From an optimization exercise on the open Yosys and OpenROAD flow, aimed at small area, a short achievable clock period and few clock cycles; shortcuts taken in it are not production practice.
The RTL was checked by simulation tests, not by an equivalence proof against the original design.
Power is estimated from default activity; no workload was simulated.

### flow/run.sh
#!/bin/bash
# synth_recipe.tcl (not shown) runs the flow's synth.tcl, then flattens the netlist and writes it again
# the make line also repeats each setting of config.mk as NAME=value (left out here)
make -C /OpenROAD-flow-scripts/flow DESIGN_CONFIG=/design/flow/config.mk WORK_HOME=/design/flow/orfs CLKGATE_MAP_FILE= SYNTH_SCRIPT=/design/flow/synth_recipe.tcl finish
### flow/config.mk
export PLATFORM = sky130hd
export DESIGN_NAME = bhx_stream
export DESIGN_NICKNAME = bhx_stream
export VERILOG_FILES = /design/flow/design.v
export SDC_FILE = /design/flow/constraint.sdc
export NUM_CORES = 4
export LEC_CHECK = 0
export CAP_MARGIN = 20
export CORE_MARGIN = 2
export CORE_UTILIZATION = 40
export PLACE_DENSITY = 0.6
export SLEW_MARGIN = 20
### flow/constraint.sdc
create_clock -name core_clock -period 5.0 [get_ports {clk}]
set_input_delay 1.0000 -clock core_clock [delete_from_list [all_inputs] [get_ports {clk}]]
set_output_delay 1.0000 -clock core_clock [all_outputs]
set_load 0.01 [all_outputs]
### flow/design.v
module bhx_sixbit (
    input  wire        clk,
    input  wire        rst,
    input  wire        clear,       
    input  wire        in_valid,
    input  wire [7:0]  in_data,
    input  wire        in_end,      
    output wire        in_ready,
    output wire        s_valid,
    output wire [7:0]  s_data,
    input  wire        s_ready,
    output wire        s_end,       
    output reg         err,
    output reg  [23:0] err_idx,     
    output reg  [7:0]  err_byte
);
    localparam ST_COLLECT = 2'd0;
    localparam ST_EMIT    = 2'd1;
    localparam ST_END     = 2'd2;
    reg [1:0]  state;
    reg [47:0] grp;
    reg [3:0]  k;         
    reg [2:0]  ecnt;      
    reg [23:0] idx;       
    reg       is_ws;
    reg       is_alpha;
    reg [5:0] val;
    always @(*) begin
        is_ws    = 1'b0;
        is_alpha = 1'b1;
        val      = 6'd0;
        case (in_data)
            8'h09, 8'h0A, 8'h0B, 8'h0C, 8'h0D, 8'h20: begin is_ws = 1'b1; is_alpha = 1'b0; end
            8'h21: val = 6'd0;   8'h22: val = 6'd1;   8'h23: val = 6'd2;   8'h24: val = 6'd3;
            8'h25: val = 6'd4;   8'h26: val = 6'd5;   8'h27: val = 6'd6;   8'h28: val = 6'd7;
            8'h29: val = 6'd8;   8'h2A: val = 6'd9;   8'h2B: val = 6'd10;  8'h2C: val = 6'd11;
            8'h2D: val = 6'd12;  8'h30: val = 6'd13;  8'h31: val = 6'd14;  8'h32: val = 6'd15;
            8'h33: val = 6'd16;  8'h34: val = 6'd17;  8'h35: val = 6'd18;  8'h36: val = 6'd19;
            8'h38: val = 6'd20;  8'h39: val = 6'd21;  8'h40: val = 6'd22;  8'h41: val = 6'd23;
            8'h42: val = 6'd24;  8'h43: val = 6'd25;  8'h44: val = 6'd26;  8'h45: val = 6'd27;
            8'h46: val = 6'd28;  8'h47: val = 6'd29;  8'h48: val = 6'd30;  8'h49: val = 6'd31;
            8'h4A: val = 6'd32;  8'h4B: val = 6'd33;  8'h4C: val = 6'd34;  8'h4D: val = 6'd35;
            8'h4E: val = 6'd36;  8'h50: val = 6'd37;  8'h51: val = 6'd38;  8'h52: val = 6'd39;
            8'h53: val = 6'd40;  8'h54: val = 6'd41;  8'h55: val = 6'd42;  8'h56: val = 6'd43;
            8'h58: val = 6'd44;  8'h59: val = 6'd45;  8'h5A: val = 6'd46;  8'h5B: val = 6'd47;
            8'h60: val = 6'd48;  8'h61: val = 6'd49;  8'h62: val = 6'd50;  8'h63: val = 6'd51;
            8'h64: val = 6'd52;  8'h65: val = 6'd53;  8'h66: val = 6'd54;  8'h68: val = 6'd55;
            8'h69: val = 6'd56;  8'h6A: val = 6'd57;  8'h6B: val = 6'd58;  8'h6C: val = 6'd59;
            8'h6D: val = 6'd60;  8'h70: val = 6'd61;  8'h71: val = 6'd62;  8'h72: val = 6'd63;
            default: is_alpha = 1'b0;
        endcase
    end
    assign in_ready = (state == ST_COLLECT) && !in_end;
    assign s_valid  = (state == ST_EMIT);
    assign s_data   = grp[47:40];
    assign s_end    = (state == ST_END);
    wire take = in_valid && in_ready;
    always @(posedge clk) begin
        if (rst || clear) begin
            state    <= ST_COLLECT;
            grp      <= 48'd0;
            k        <= 4'd0;
            ecnt     <= 3'd0;
            idx      <= 24'd0;
            err      <= 1'b0;
            err_idx  <= 24'd0;
            err_byte <= 8'd0;
        end else begin
            case (state)
                ST_COLLECT: begin
                    if (take) begin
                        idx <= idx + 24'd1;
                        if (!err) begin
                            if (is_alpha) begin
                                grp[47 - 6*k -: 6] <= val;
                                if (k == 4'd7) begin
                                    k     <= 4'd8;
                                    state <= ST_EMIT;
                                end else begin
                                    k <= k + 4'd1;
                                end
                            end else if (!is_ws) begin
                                err      <= 1'b1;
                                err_idx  <= idx;
                                err_byte <= in_data;
                            end
                        end
                    end else if (in_end) begin
                        if (k != 4'd0 && !err)
                            state <= ST_EMIT;        
                        else
                            state <= ST_END;
                    end
                end
                ST_EMIT: begin
                    if (s_ready) begin
                        grp  <= {grp[39:0], 8'd0};
                        ecnt <= ecnt + 3'd1;
                        if (ecnt == 3'd5) begin
                            ecnt  <= 3'd0;
                            k     <= 4'd0;
                            grp   <= 48'd0;
                            state <= ST_COLLECT;
                        end
                    end
                end
                default: ;
            endcase
        end
    end
endmodule
module bhx_rle (
    input  wire        clk,
    input  wire        rst,
    input  wire        clear,       
    input  wire [23:0] cap,         
    input  wire        r_valid,
    input  wire [7:0]  r_data,
    input  wire        r_end,       
    output wire        r_ready,
    output reg         o_valid,
    output reg  [7:0]  o_data,
    input  wire        o_ready,
    output wire        finished,
    output reg         err,
    output reg  [4:0]  err_code,
    output reg  [23:0] err_pos
);
    localparam ST_TOK = 2'd0;    
    localparam ST_CNT = 2'd1;    
    localparam ST_RUN = 2'd2;    
    localparam E_MALFORMED = 5'h04;
    localparam E_TRUNC     = 5'h05;
    localparam E_CAP       = 5'h12;
    reg [1:0]  state;
    reg [23:0] tpos;       
    reg [23:0] esc_pos;    
    reg [23:0] ocnt;       
    reg [7:0]  prev;
    reg        have_prev;
    reg [7:0]  run_rem;
    wire can_emit = !o_valid || o_ready;
    wire full     = (ocnt == cap);
    assign r_ready  = err ? 1'b1 : ((state != ST_RUN) && can_emit);
    assign finished = r_end && (err || (state == ST_TOK && !o_valid));
    wire take = r_valid && r_ready;
    always @(posedge clk) begin
        if (rst || clear) begin
            state     <= ST_TOK;
            tpos      <= 24'd0;
            esc_pos   <= 24'd0;
            ocnt      <= 24'd0;
            prev      <= 8'd0;
            have_prev <= 1'b0;
            run_rem   <= 8'd0;
            o_valid   <= 1'b0;
            o_data    <= 8'd0;
            err       <= 1'b0;
            err_code  <= 5'd0;
            err_pos   <= 24'd0;
        end else begin
            if (o_valid && o_ready)
                o_valid <= 1'b0;
            if (!err) begin
                case (state)
                    ST_TOK: begin
                        if (take) begin
                            tpos <= tpos + 24'd1;
                            if (r_data == 8'h90) begin
                                esc_pos <= tpos;
                                state   <= ST_CNT;
                            end else if (full) begin
                                err      <= 1'b1;
                                err_code <= E_CAP;
                                err_pos  <= tpos;
                            end else begin
                                o_valid   <= 1'b1;
                                o_data    <= r_data;
                                ocnt      <= ocnt + 24'd1;
                                prev      <= r_data;
                                have_prev <= 1'b1;
                            end
                        end
                    end
                    ST_CNT: begin
                        if (take) begin
                            tpos <= tpos + 24'd1;
                            if (r_data == 8'h00) begin
                                if (full) begin
                                    err      <= 1'b1;
                                    err_code <= E_CAP;
                                    err_pos  <= esc_pos;
                                end else begin
                                    o_valid   <= 1'b1;
                                    o_data    <= 8'h90;
                                    ocnt      <= ocnt + 24'd1;
                                    prev      <= 8'h90;
                                    have_prev <= 1'b1;
                                    state     <= ST_TOK;
                                end
                            end else if (!have_prev) begin
                                err      <= 1'b1;
                                err_code <= E_MALFORMED;
                                err_pos  <= esc_pos;
                            end else if (r_data == 8'h01) begin
                                state <= ST_TOK;
                            end else begin
                                run_rem <= r_data - 8'd1;
                                state   <= ST_RUN;
                            end
                        end else if (r_end) begin
                            err      <= 1'b1;
                            err_code <= E_TRUNC;
                            err_pos  <= esc_pos;
                        end
                    end
                    ST_RUN: begin
                        if (can_emit) begin
                            if (full) begin
                                err      <= 1'b1;
                                err_code <= E_CAP;
                                err_pos  <= esc_pos;
                            end else begin
                                o_valid <= 1'b1;
                                o_data  <= prev;
                                ocnt    <= ocnt + 24'd1;
                                run_rem <= run_rem - 8'd1;
                                if (run_rem == 8'd1)
                                    state <= ST_TOK;
                            end
                        end
                    end
                    default: state <= ST_TOK;
                endcase
            end
        end
    end
endmodule
module bhx_stream (
    input  wire        clk,
    input  wire        rst,
    input  wire        start,
    input  wire [2:0]  op,
    input  wire [23:0] len,
    input  wire [23:0] base,
    input  wire [23:0] cap,
    output wire        busy,
    input  wire        in_valid,
    input  wire [7:0]  in_data,
    output wire        in_ready,
    output wire        out_valid,
    output wire [7:0]  out_data,
    input  wire        out_ready,
    output reg         done,
    output reg  [4:0]  err_code,
    output reg  [2:0]  err_stage,
    output reg  [23:0] err_pos,
    output reg  [7:0]  err_detail,
    output reg  [23:0] out_len
);
    localparam OP_SIXBIT = 3'd1;
    localparam OP_RLE    = 3'd2;
    localparam OP_BINPAY = 3'd3;
    localparam E_INVCHAR = 5'h03;
    localparam E_BADCMD  = 5'h10;
    localparam E_BADLEN  = 5'h11;
    localparam [23:0] IN_MEM_SIZE = 24'h40_0000;
    reg        run;
    reg [2:0]  l_op;
    reg [23:0] l_len;
    reg [23:0] l_base;
    reg [23:0] l_cap;
    reg [23:0] icnt;      
    reg [23:0] ocnt;      
    wire accept  = start && !run;
    wire in_end  = (icnt == l_len);
    wire use_six = (l_op != OP_RLE);
    wire use_rle = (l_op != OP_SIXBIT);
    wire        sx_in_ready;
    wire        sx_valid;
    wire [7:0]  sx_data;
    wire        sx_ready;
    wire        sx_end;
    wire        sx_err;
    wire [23:0] sx_err_idx;
    wire [7:0]  sx_err_byte;
    wire        rl_valid;
    wire [7:0]  rl_data;
    wire        rl_end;
    wire        rl_ready;
    wire        rl_o_valid;
    wire [7:0]  rl_o_data;
    wire        rl_finished;
    wire        rl_err;
    wire [4:0]  rl_err_code;
    wire [23:0] rl_err_pos;
    bhx_sixbit u_six (
        .clk      (clk),
        .rst      (rst),
        .clear    (accept),
        .in_valid (run && use_six && in_valid),
        .in_data  (in_data),
        .in_end   (in_end),
        .in_ready (sx_in_ready),
        .s_valid  (sx_valid),
        .s_data   (sx_data),
        .s_ready  (sx_ready),
        .s_end    (sx_end),
        .err      (sx_err),
        .err_idx  (sx_err_idx),
        .err_byte (sx_err_byte)
    );
    assign rl_valid = (l_op == OP_RLE) ? (in_valid && !in_end) : sx_valid;
    assign rl_data  = (l_op == OP_RLE) ? in_data : sx_data;
    assign rl_end   = (l_op == OP_RLE) ? in_end : sx_end;
    bhx_rle u_rle (
        .clk      (clk),
        .rst      (rst),
        .clear    (accept),
        .cap      (l_cap),
        .r_valid  (run && use_rle && rl_valid),
        .r_data   (rl_data),
        .r_end    (rl_end),
        .r_ready  (rl_ready),
        .o_valid  (rl_o_valid),
        .o_data   (rl_o_data),
        .o_ready  (out_ready),
        .finished (rl_finished),
        .err      (rl_err),
        .err_code (rl_err_code),
        .err_pos  (rl_err_pos)
    );
    assign sx_ready  = (l_op == OP_SIXBIT) ? out_ready : rl_ready;
    assign in_ready  = run && ((l_op == OP_RLE) ? (rl_ready && !in_end) : sx_in_ready);
    assign out_valid = run && ((l_op == OP_SIXBIT) ? sx_valid : rl_o_valid);
    assign out_data  = (l_op == OP_SIXBIT) ? sx_data : rl_o_data;
    assign busy      = run;
    wire finish = run && (use_rle ? rl_finished : sx_end);
    always @(posedge clk) begin
        if (rst) begin
            run        <= 1'b0;
            l_op       <= 3'd0;
            l_len      <= 24'd0;
            l_base     <= 24'd0;
            l_cap      <= 24'd0;
            icnt       <= 24'd0;
            ocnt       <= 24'd0;
            done       <= 1'b0;
            err_code   <= 5'd0;
            err_stage  <= 3'd0;
            err_pos    <= 24'd0;
            err_detail <= 8'd0;
            out_len    <= 24'd0;
        end else if (accept) begin
            l_op       <= op;
            l_len      <= len;
            l_base     <= base;
            l_cap      <= cap;
            icnt       <= 24'd0;
            ocnt       <= 24'd0;
            err_code   <= 5'd0;
            err_stage  <= 3'd0;
            err_pos    <= 24'd0;
            err_detail <= 8'd0;
            out_len    <= 24'd0;
            if (op == 3'd0 || op > OP_BINPAY) begin
                done       <= 1'b1;
                err_code   <= E_BADCMD;
                err_detail <= {5'd0, op};
            end else if (len > IN_MEM_SIZE) begin
                done     <= 1'b1;
                err_code <= E_BADLEN;
                err_pos  <= len;
            end else begin
                done <= 1'b0;
                run  <= 1'b1;
            end
        end else if (run) begin
            if (in_valid && in_ready)
                icnt <= icnt + 24'd1;
            if (out_valid && out_ready)
                ocnt <= ocnt + 24'd1;
            if (finish) begin
                run  <= 1'b0;
                done <= 1'b1;
                if (use_six && sx_err) begin
                    err_code   <= E_INVCHAR;
                    err_stage  <= 3'd2;
                    err_pos    <= l_base + sx_err_idx;
                    err_detail <= sx_err_byte;
                end else if (use_rle && rl_err) begin
                    err_code  <= rl_err_code;
                    err_stage <= 3'd3;
                    err_pos   <= rl_err_pos;
                end else begin
                    out_len <= ocnt + ((out_valid && out_ready) ? 24'd1 : 24'd0);
                end
            end
        end
    end
endmodule
==> impl_metrics.py <==
metrics = {
    "timing": {
        "finalWorstSetupSlack_ns": 0.4916,
        "rsz0062_at_grt": "false",
        "tns_ns": 0,
        "worstMarginPinSlew_ns": 1.086,
        "relSlewSlack": 0.2759,
        "fin_crit_sh": 0.9017,
        "finalHoldViolations": 0,
        "finalCriticalPeriod_ns": 4.508,
        "timing.fmax_ghz": 0.2218,
        "setup_viol": 0,
        "drv_slew": 0,
        "clock_skew_ns": 0.02869,
    },
    "synth": {
        "yosys.area.top_type_share": 0.3742,
        "yosys_warnings": 3,
        "syn_nets": 3057,
        "synth-seq-area-share": 0.3742,
        "synth.area.top_cells": "dfxtp_1, nand2_1, nor2_1, xor2_1, a21oi_1",
        "synth_edf_count": 0,
        "ys.flop_type": "dfxtp_1",
        "yosysUniqueCellTypes": 101,
        "ys_ff_latch": 432,
        "yosysMostFrequentCell": "nand2_1",
        "syn_area_per_cell_sq_um": 7.942,
        "syn-cell-area_sq_um": 23110,
        "yosysTopAreaCell": "dfxtp_1",
        "synth_common_cells": "nand2_1, dfxtp_1, nor2_1, a21oi_1, xor2_1",
        "syn-instance-count": 2910,
        "synthArstFlopShare": 0,
    },
    "layout": {
        "nNetsFinal": 3161,
        "fin_cells": 3816,
        "fin_util": 0.4733,
        "syn_to_final_growth_pct": 17.48,
        "antennaDiodeCount": 0,
        "drive_above_1_share": 0.06785,
    },
    "routing": {
        "first_iter_violations": 1698,
        "detail-route-antenna-nets": 0,
        "routed_via_density": 5.736,
        "routed_wl_mm": 74.41,
        "wl_per_cell_um": 19.50,
        "drc": 0,
        "drtPass1Iterations": 6,
        "vias": 21887,
    },
    "grt": {
        "antenna_found_initial": 0,
        "grt-ovfl-total": 0,
        "track_usage": 0.2417,
        "grt_pass1_vias": 20337,
        "grt_max_degree": 92,
        "grt_pass1_wl_mm": 116.3,
    },
    "clocking": {
        "clk_path_buf_depth": 3,
        "cts_inserted_buffers": 49,
        "path_clk_slew_ns": 0.06,
        "post_cts_resized": 0,
        "cts_setup_buffers": 0,
        "cts_tree": "yes",
        "cts_root_buf": "clkbuf_16",
        "clock_latency_ns": 0.59,
        "cts_hold_buf": 0,
        "cts.sinks": 432,
        "ctsHtreeMaxLevel": 2,
    },
    "die": {
        "die_w_um": 244.4,
        "die_area_sq_um": 59720,
        "pin_count": 164,
        "start_util": 0.4029,
        "core_area_sq_um": 57370,
        "die_h_um": 244.4,
        "rows": 88,
    },
    "setup_path": {
        "worstSetupPathType": "reg -> reg",
        "end_kind": "flip-flop",
        "cp_max_fo": 20,
        "r2r_end": "u_six.grp[36]",
        "r2r_cells": 13,
        "arrival_ns": 4.96,
        "r2r-start": "u_six.k[3]",
        "startpoint_type": "flip-flop",
        "cp.required_ns": 5.45,
        "r2r_setup_slack_ns": 0.49,
    },
    "place": {
        "io_buffers": 162,
        "dp.cells": 3728,
        "hpwl_mm": 54.01,
        "place_ws_ns": 0.1295,
        "gp_congestion": 0.9476,
    },
    "min_path": {
        "min_delay_path_depth": 2,
        "hold_class": "reg -> reg",
        "worstHoldStart": "u_six.grp[21]",
        "hold_path_end": "u_six.grp[21]",
    },
    "flow_run": {
        "maxCapViolCount": 0,
    },
    "run_status": {
        "status": "timing/DRC/antenna clean",
    },
    "power": {
        "ir_drop_uv": 244.6,
        "power_density_nw_per_um2": 286.9,
        "leakagePower_nw": 9.868,
    },
}
==> worst max path at each step <==
| stage | start | cells past startpoint | endpoint | slack [ns] |
|---|---|---|---|---|
| CTS | u_six.k[3] | 13 | u_six.grp[36] | 0.50 |
| global route | u_six.k[3] | 13 | u_six.grp[46] | 0.26 |
| global placement | in_data[0] | 12 | u_six.grp[32] | 0.22 |
| floorplan | u_six.k[0] | 15 | u_six.grp[36] | 0.83 |
| detailed placement | in_data[1] | 13 | u_rle.err_pos[18] | 0.13 |
| finish | u_six.k[3] | 13 | u_six.grp[36] | 0.49 |
==> kinds of logic after synthesis <==
family,synth area share
compound gates,0.1939
flops,0.3742
xor+xnor,0.07866
buf+inv,0.04223
fa+ha+maj,0.03270
simple gates,0.2419
other cells,0.0001623
mux,0.03627
==> critical path, cell delays in order (launching register included) <==
cell and delay, ns:
dfxtp_1 0.49, inv_1 0.15, ha_1 0.45, and3_4 0.25
nor3_1 0.43, nor2_1 0.12, nand2_1 0.09, ha_1 0.30
or4_4 0.57, and3_4 0.28, or3_4 0.41, o41a_1 0.45
a221oi_2 0.31, a2111oi_2 0.08
==> metal layers <==
| layer | share of wire | track usage | up-vias |
|---|---|---|---|
| li1 | - | - | 10495 |
| met1 | 0.47 | 0.3525 | 10476 |
| met2 | 0.43 | 0.3676 | 780 |
| met3 | 0.069 | 0.03347 | 136 |
| met4 | 0.028 | 0.07407 | 0 |
| met5 | 0 | 0 | - |
==> layout by cell type (no fill, tap or decap), types with 14 or more instances in the layout <==
cell type,synthesis,final
a211oi_1,41,41
a21oi_1,233,233
a221oi_1,17,17
a22o_1,26,26
a22oi_1,22,22
and2_1,18,18
and3_1,49,49
buf_4,2,73
clkbuf_16,0,49
clkdlybuf4s50_1,0,161
clkinv_2,0,14
dfxtp_1,432,432
ha_1,58,58
inv_1,58,58
mux2i_1,77,77
nand2_1,447,447
nand2b_1,20,18
nand3_1,96,96
nand4_1,43,43
nor2_1,355,353
nor2b_1,18,17
nor3_1,59,56
nor4_1,31,31
o211ai_1,28,28
o21a_1,14,14
o21ai_0,103,102
o2bb2ai_1,26,26
or3_1,18,18
xnor2_1,66,66
xor2_1,139,139
==> registers in the layout, indices dropped and copies added, names as in the netlist, 24 cells and up <==
register       cells
err_pos           24
icnt              24
l_base            24
l_cap             24
l_len             24
ocnt              24
out_len           24
u_rle.err_pos     24
u_rle.esc_pos     24
u_rle.ocnt        24
u_rle.tpos        24
u_six.err_idx     24
u_six.grp         48
u_six.idx         24
==> report_power, final <==
part / leakage, nW / total [W] / internal (W) / switching (W)
clock network: 0.779 / 0.00355 / 0.00204 / 0.00151
logic: 5.59 / 0.000692 / 0.000263 / 0.000429
registers: 3.50 / 0.00355 / 0.00350 / 0.0000475
==> cell type report <==
class	instances	area [sq um]
clock buffer	65	1376
clock inverter	23	197.7
fill	5520	30210
inverter	61	229.0
multi-input combinational	2234	13540
sequential	432	8648
tap	765	957.2
timing repair buffer	236	2200
==> per-stage QoR <==
stage               power, W  area (sq um)  hold WS [ns]
floorplan           0.004008         23110        0.4292
global placement    0.004299         25580        0.4476
detailed placement  0.004306         25580        0.4513
CTS                 0.007860         27150        0.4592
global route        0.008063         27150        0.4782
finish              0.007789         27150        0.4569
Testbench counts, summed over its fixed seeds: cycles 186,557.

==> static timing again, ports no longer ideal <==
The results above use ideal ports. As a check the final layout listed here was re-extracted and re-timed, cells and wires unchanged. Step 1, drivers: a clkbuf_16 drives clk and a buf_2 each remaining input, both assumed. Step 2, shift: input delay + t, output delay - t, t = (earliest + latest rising clock arrival at the registers) / 2. This alone moves slack from input paths to output paths. a / b / c = ideal ports / drivers / drivers and shift; a / b = the first two.
t, ns: 0.639
slack for setup (ns): 0.492 / 0.492 / 0.024
latest minus earliest clock arrival (ns): 0.029 / 0.029
worst slew at a driven data input, ns: 0.05
pins driven straight from the clock port: 1
After both steps setup and hold are still met in this run. The setup slack of this run moves by 0.000 ns with the drivers and by -0.468 ns with both steps.
